Source: an optimization exercise on an open RTL-to-GDS flow (aim: small area, a short achievable clock period and few clock cycles per item). Production flows keep margins and buffers that such runs may drop. Function was checked by simulation only, so behaviour that the tests miss may differ from the original. No activity file was given, so power comes from the tool's default toggle rates.

==> flow/design.v (excerpt) <==
module inav_decoder (
    input  wire         clk,
    input  wire         rst,         
    input  wire         cmd_valid,
    output wire         cmd_ready,
    input  wire [124:0] cmd,
    output reg          rsp_valid,
    output wire [485:0] rsp
);
Size in the first run: about 3500 cells after synthesis, ~1500 flip-flops, ~0.059 mm^2 of cells after synthesis.
==> flow/config.mk <==
export PLATFORM = sky130hd
export DESIGN_NAME = inav_decoder
export DESIGN_NICKNAME = inav_decoder
export VERILOG_FILES = /design/flow/design.v
export SDC_FILE = /design/flow/constraint.sdc
export NUM_CORES = 4
export LEC_CHECK = 0
export CAP_MARGIN = 20
export CORE_MARGIN = 2
export CORE_UTILIZATION = 40
export CTS_BUF_LIST = sky130_fd_sc_hd__clkbuf_16
export CTS_CLUSTER_DIAMETER = 80
export CTS_CLUSTER_SIZE = 24
export PLACE_DENSITY = 0.6
export SETUP_SLACK_MARGIN = 5
export SLEW_MARGIN = 20
export TNS_END_PERCENT = 100
==> flow/constraint.sdc <==
create_clock -name core_clock -period 8.0 [get_ports {clk}]
set_input_delay 1.6000 -clock core_clock [delete_from_list [all_inputs] [get_ports {clk}]]
set_output_delay 1.6000 -clock core_clock [all_outputs]
set_load 0.01 [all_outputs]
standard.sh (not shown) runs the stock make flow with config.mk's settings and CLKGATE_MAP_FILE= SYNTH_SCRIPT=/design/flow/synth_recipe.tcl, a recipe that flattens the netlist after the stock synthesis.
==> flow/flow/run.sh <==
#!/bin/bash
# The standard layout (the standard.sh), with two changes to how it is
# made: ports are buffered with buf_2 (rather than the delay-buffer cell
# buffer_ports picks on its own), and a222oi_1, which has no stronger size
# for timing repair to swap to, is added to the platform's don't-use list.
set -euo pipefail
PLATFORM_DONT_USE="$(sed -n '/^export DONT_USE_CELLS/,/^#/p' "$FLOW_HOME/platforms/sky130hd/config.mk" | grep -o 'sky130_fd_sc_hd__[a-z0-9_]*' | tr '\n' ' ')"
bash standard.sh "BUFFER_PORTS_ARGS=-buffer_cell sky130_fd_sc_hd__buf_2" \
    "DONT_USE_CELLS=${PLATFORM_DONT_USE}sky130_fd_sc_hd__a222oi_1" finish > make_finish.log 2>&1
tail -n 20 make_finish.log
Testbench counts at the start, summed over its fixed seeds: cycles 5,616, items 5,600.
Then changed:
SETUP_SLACK_MARGIN = 4.78   (was 5)
Wire length is about the same.
Setup slack degrades by 0.0039 ns.
Clock power drops by about 3%.
Critical path depth is higher by 1.
Synthesized cell count stays the same.
Then changed:
CTS_BUF_LIST = sky130_fd_sc_hd__clkbuf_8 sky130_fd_sc_hd__clkbuf_16   (was sky130_fd_sc_hd__clkbuf_16)
CTS_CLUSTER_DIAMETER = 50   (was 80)
CTS_CLUSTER_SIZE = 12   (was 24)
SETUP_SLACK_MARGIN = 5   (was 4.78)
Sequential share of layout area is lower by 1.3 points.
Final area is higher by a few percent.
Synthesized cell count does not change.
Sequential power hardly moves.
Worst setup slack degrades by 0.041 ns.
Combinational power is higher slightly.
Via count is higher slightly.
First-iteration DRC count is lower by a few percent.
Clock-buffer cell count is higher by 84.
Routed wire length is higher slightly.

inav_decoder, a different RTL version from the one above (not shown whole).
For scale: about 3400 cells after synthesis, ~57000 µm² of cells after synthesis.
// inav_decoder
module inav_decoder (
    input  wire         clk,
    input  wire         rst,         
    input  wire         cmd_valid,
    output wire         cmd_ready,
    input  wire [124:0] cmd,
    output reg          rsp_valid,
    output wire [485:0] rsp
);
Settings: LEC_CHECK=0, CAP_MARGIN=20, CORE_MARGIN=2, CORE_UTILIZATION=40, CTS_BUF_LIST=sky130_fd_sc_hd__clkbuf_16, CTS_CLUSTER_DIAMETER=80, CTS_CLUSTER_SIZE=24, PLACE_DENSITY=0.6, SETUP_SLACK_MARGIN=5, SLEW_MARGIN=20, TNS_END_PERCENT=100; clock period 8.0 ns.
Scripts as last shown in full above: flow/flow/run.sh
Testbench counts at the start, summed over its fixed seeds: cycles 5,616, items 5,600.
Edit:
TNS_END_PERCENT = 30   (was 100)
Result: The changed run ran to the end with no violations. Die area does not change. Worst setup slack loses 0.041 ns. Via count falls by 0.95%. Critical path depth is unchanged. Final area decreases by 2.0%. Power went down by 0.91%. Synthesized cell count does not change.

gamma:
inav_decoder, a different RTL version from the one above (not shown whole).
Size in the first run: roughly 3400 cells after synthesis, about 1500 flip-flops, roughly 620 I/O pins.
make LEC_CHECK=0 CAP_MARGIN=20 CORE_MARGIN=2 CORE_UTILIZATION=40 PLACE_DENSITY=0.6 SETUP_SLACK_MARGIN=4.6 SLEW_MARGIN=20 TNS_END_PERCENT=100 finish   # period 8.0 ns
run.sh (not shown) runs the stock make flow with config.mk's settings and CLKGATE_MAP_FILE= SYNTH_SCRIPT=/design/flow/synth_recipe.tcl, a recipe that flattens the netlist after the stock synthesis.
Stock flow here: none of the scripts above is used.
gamma: flow completed, timing, DRC and antenna clean
Testbench counts of gamma, summed over its fixed seeds: cycles 5,616, items 5,600.
Setup changes, gamma to alpha
- SETUP_SLACK_MARGIN now 5, was 4.6
## What came out
When alpha is set beside gamma, its maximum frequency turns out to be 10 MHz larger.
alpha vs gamma, capturing element of the worst setup path: rsp[109] vs rsp[111]
From gamma to alpha, deepest clock path buffer count did not move at all.
alpha ends up with lower setup skew after layout than gamma does.
Sort alpha and gamma by time the final worst path needs with I/O delays and setup desc -> top: gamma
met2 usage in global routing, alpha and gamma, higher one = alpha.
Comparing alpha and gamma, the lower net switching component of the power was measured on gamma.

inav_decoder, a different RTL version from the one above (not shown whole).
For scale: ~3,400 cells after synthesis, roughly 1,500 flip-flops, ~57,000 µm² of cells after synthesis.
Settings: LEC_CHECK=0, CAP_MARGIN=20, CORE_MARGIN=2, CORE_UTILIZATION=40, PLACE_DENSITY=0.6, SETUP_SLACK_MARGIN=5, SLEW_MARGIN=20, TNS_END_PERCENT=100; clock period 8.0 ns.
standard.sh (not shown) runs the stock make flow with config.mk's settings and CLKGATE_MAP_FILE= SYNTH_SCRIPT=/design/flow/synth_recipe.tcl, a recipe that flattens the netlist after the stock synthesis.
==> flow/flow/run.sh <==
#!/bin/bash
# The standard layout (the standard.sh), with two changes to how it is
# made: ports are buffered with buf_2 (rather than the delay-buffer cell
# buffer_ports picks on its own), and synthesis may not map to a222oi_1,
# which has no stronger size for timing repair to swap to.
set -euo pipefail
export BUFFER_PORTS_ARGS="-buffer_cell sky130_fd_sc_hd__buf_2"
export DONT_USE_CELLS="sky130_fd_sc_hd__a222oi_1"
bash standard.sh finish > make_finish.log 2>&1
tail -n 20 make_finish.log
Testbench counts at the start, summed over its fixed seeds: cycles 5,616, items 5,600.
Rerun with:
==> flow/flow/run.sh (replaced) <==
#!/bin/bash
# The standard layout (the standard.sh), with two changes to how it is
# made: ports are buffered with buf_2 (rather than the delay-buffer cell
# buffer_ports picks on its own), and a222oi_1, which has no stronger size
# for timing repair to swap to, is added to the platform's don't-use list.
set -euo pipefail
PLATFORM_DONT_USE="$(sed -n '/^export DONT_USE_CELLS/,/^#/p' "$FLOW_HOME/platforms/sky130hd/config.mk" | grep -o 'sky130_fd_sc_hd__[a-z0-9_]*' | tr '\n' ' ')"
bash standard.sh "BUFFER_PORTS_ARGS=-buffer_cell sky130_fd_sc_hd__buf_2" \
    "DONT_USE_CELLS=${PLATFORM_DONT_USE}sky130_fd_sc_hd__a222oi_1" finish > make_finish.log 2>&1
tail -n 20 make_finish.log
--- a/flow/config.mk
+++ b/flow/config.mk
@@ -10,0 +11,3 @@
+export CTS_BUF_LIST = sky130_fd_sc_hd__clkbuf_8 sky130_fd_sc_hd__clkbuf_16
+export CTS_CLUSTER_DIAMETER = 50
+export CTS_CLUSTER_SIZE = 12
Clock-buffer cell count fell by 24.
Area after synthesis stays flat.
Global-route usage fell by 1.5 points.
Core utilization fell by 1.2 points.
Sequential share of layout area rose by 1.3 points.
Design area fell by a few percent.
Die area barely changes.
Flip-flop and latch count is unchanged.
Rerun with:
==> flow/run.sh (new file) <==
#!/bin/bash
# synth_recipe.tcl (not shown) runs the flow's synth.tcl, then flattens the netlist and writes it again
# the make line also repeats each setting of config.mk as NAME=value (left out here)
make -C /OpenROAD-flow-scripts/flow DESIGN_CONFIG=/design/flow/config.mk WORK_HOME=/design/flow/orfs CLKGATE_MAP_FILE= SYNTH_SCRIPT=/design/flow/synth_recipe.tcl finish
--- a/flow/config.mk
+++ b/flow/config.mk
@@ -10,5 +10,2 @@
-export CORE_UTILIZATION = 40
-export CTS_BUF_LIST = sky130_fd_sc_hd__clkbuf_8 sky130_fd_sc_hd__clkbuf_16
-export CTS_CLUSTER_DIAMETER = 50
-export CTS_CLUSTER_SIZE = 12
-export PLACE_DENSITY = 0.6
+export CORE_UTILIZATION = 60
+export PLACE_DENSITY = 0.72
removed: flow/flow/run.sh
removed: flow/standard.sh
Outcome: The new run went through all stages and came out clean. Total power came out higher slightly. Register-to-register slack gets worse by 0.10 ns. Non-clock buffer count came out higher by 308.

== maple ==
Starting RTL as in the previous note.
clock: 8.0 ns
lec_check: 0
cap_margin: 20
core_margin: 2
core_utilization: 40
place_density: 0.6
setup_slack_margin: 5
slew_margin: 20
tns_end_percent: 100
==> flow/flow/run.sh <==
#!/bin/bash
# The standard layout (the standard.sh), with two changes to how it is
# made: ports are buffered with buf_2 (rather than the delay-buffer cell
# buffer_ports picks on its own), and a222oi_1, which has no stronger size
# for timing repair to swap to, is added to the platform's don't-use list.
set -euo pipefail
PLATFORM_DONT_USE="$(sed -n '/^export DONT_USE_CELLS/,/^#/p' "$FLOW_HOME/platforms/sky130hd/config.mk" | grep -o 'sky130_fd_sc_hd__[a-z0-9_]*' | tr '\n' ' ')"
bash standard.sh "BUFFER_PORTS_ARGS=-buffer_cell sky130_fd_sc_hd__buf_2" \
    "DONT_USE_CELLS=${PLATFORM_DONT_USE}sky130_fd_sc_hd__a222oi_1" finish > make_finish.log 2>&1
tail -n 20 make_finish.log
Testbench counts of maple, summed over its fixed seeds: cycles 5,616, items 5,600.
Edits applied to the flow inputs when going from maple to pine:
==> flow/run.sh (new file) <==
#!/bin/bash
# synth_recipe.tcl (not shown) runs the flow's synth.tcl, then flattens the netlist and writes it again
# the make line also repeats each setting of config.mk as NAME=value (left out here)
make -C /OpenROAD-flow-scripts/flow DESIGN_CONFIG=/design/flow/config.mk WORK_HOME=/design/flow/orfs CLKGATE_MAP_FILE= SYNTH_SCRIPT=/design/flow/synth_recipe.tcl finish
removed: flow/flow/run.sh
removed: flow/standard.sh
Delta(worst setup margin, pine - maple) < 0. NOTE leakage power figure maple->pine increased by more than 10%. For core footprint, maple and pine come out practically identical. The first-iteration DRC count reported for pine is greater than that of maple by 11%. The die area of pine and that of maple are within noise of each other.

[port drivers added, routing unchanged]
The results above use ideal ports. As a check the final layouts listed here were re-extracted and re-timed, cells and wires unchanged. Step 1 sets driving cells, clkbuf_16 on the clock port and buf_2 on the other inputs (assumed; they add their load-dependent delay and slew). Step 2 moves the port delays by t, midway between the first and last clock arrival at a register: inputs arrive t later, outputs are due t later. That takes back most of the time a late clock gives input paths. a / b / c = ideal ports / drivers / drivers and shift; a / b = the first two.
run | t (ns) | slack for setup (ns) | worst setup path at the end | worst slew at a driven data input, ns | cell pins on the clock port's net
the first run of note 1 | 0.789 | 4.689 / 4.614 / 4.230 | input to register | 0.19 | 1
the second run of note 1 | 0.774 | 4.685 / 4.612 / 4.019 | input to register | 0.18 | 1
the third run of note 1 | 0.871 | 4.645 / 4.567 / 4.160 | input to register | 0.19 | 1
the first run of note 2 | 0.817 | 4.688 / 4.600 / 4.135 | input to register | 0.20 | 1
the second run of note 2 | 0.815 | 4.647 / 4.562 / 3.940 | input to register | 0.17 | 1
gamma | 0.857 | 4.290 / 4.211 / 3.669 | input to register | 0.20 | 1
alpha | 0.861 | 4.422 / 4.344 / 4.024 | input to register | 0.22 | 1
the first run of note 4 | 0.863 | 4.232 / 4.155 / 4.118 | input to register | 0.19 | 1
the second run of note 4 | 0.861 | 4.557 / 4.482 / 4.130 | input to register | 0.18 | 1
the third run of note 4 | 0.845 | 4.356 / 4.287 / 4.118 | input to register | 0.12 | 1
maple | 0.861 | 4.553 / 4.479 / 4.152 | input to register | 0.21 | 1
pine | 0.865 | 4.192 / 4.113 / 4.042 | input to register | 0.20 | 1
After both steps setup and hold are still met in every run listed. The setup slack of the second run of note 2, which loses most, moves by -0.085 ns with the drivers and by -0.707 ns with both steps.
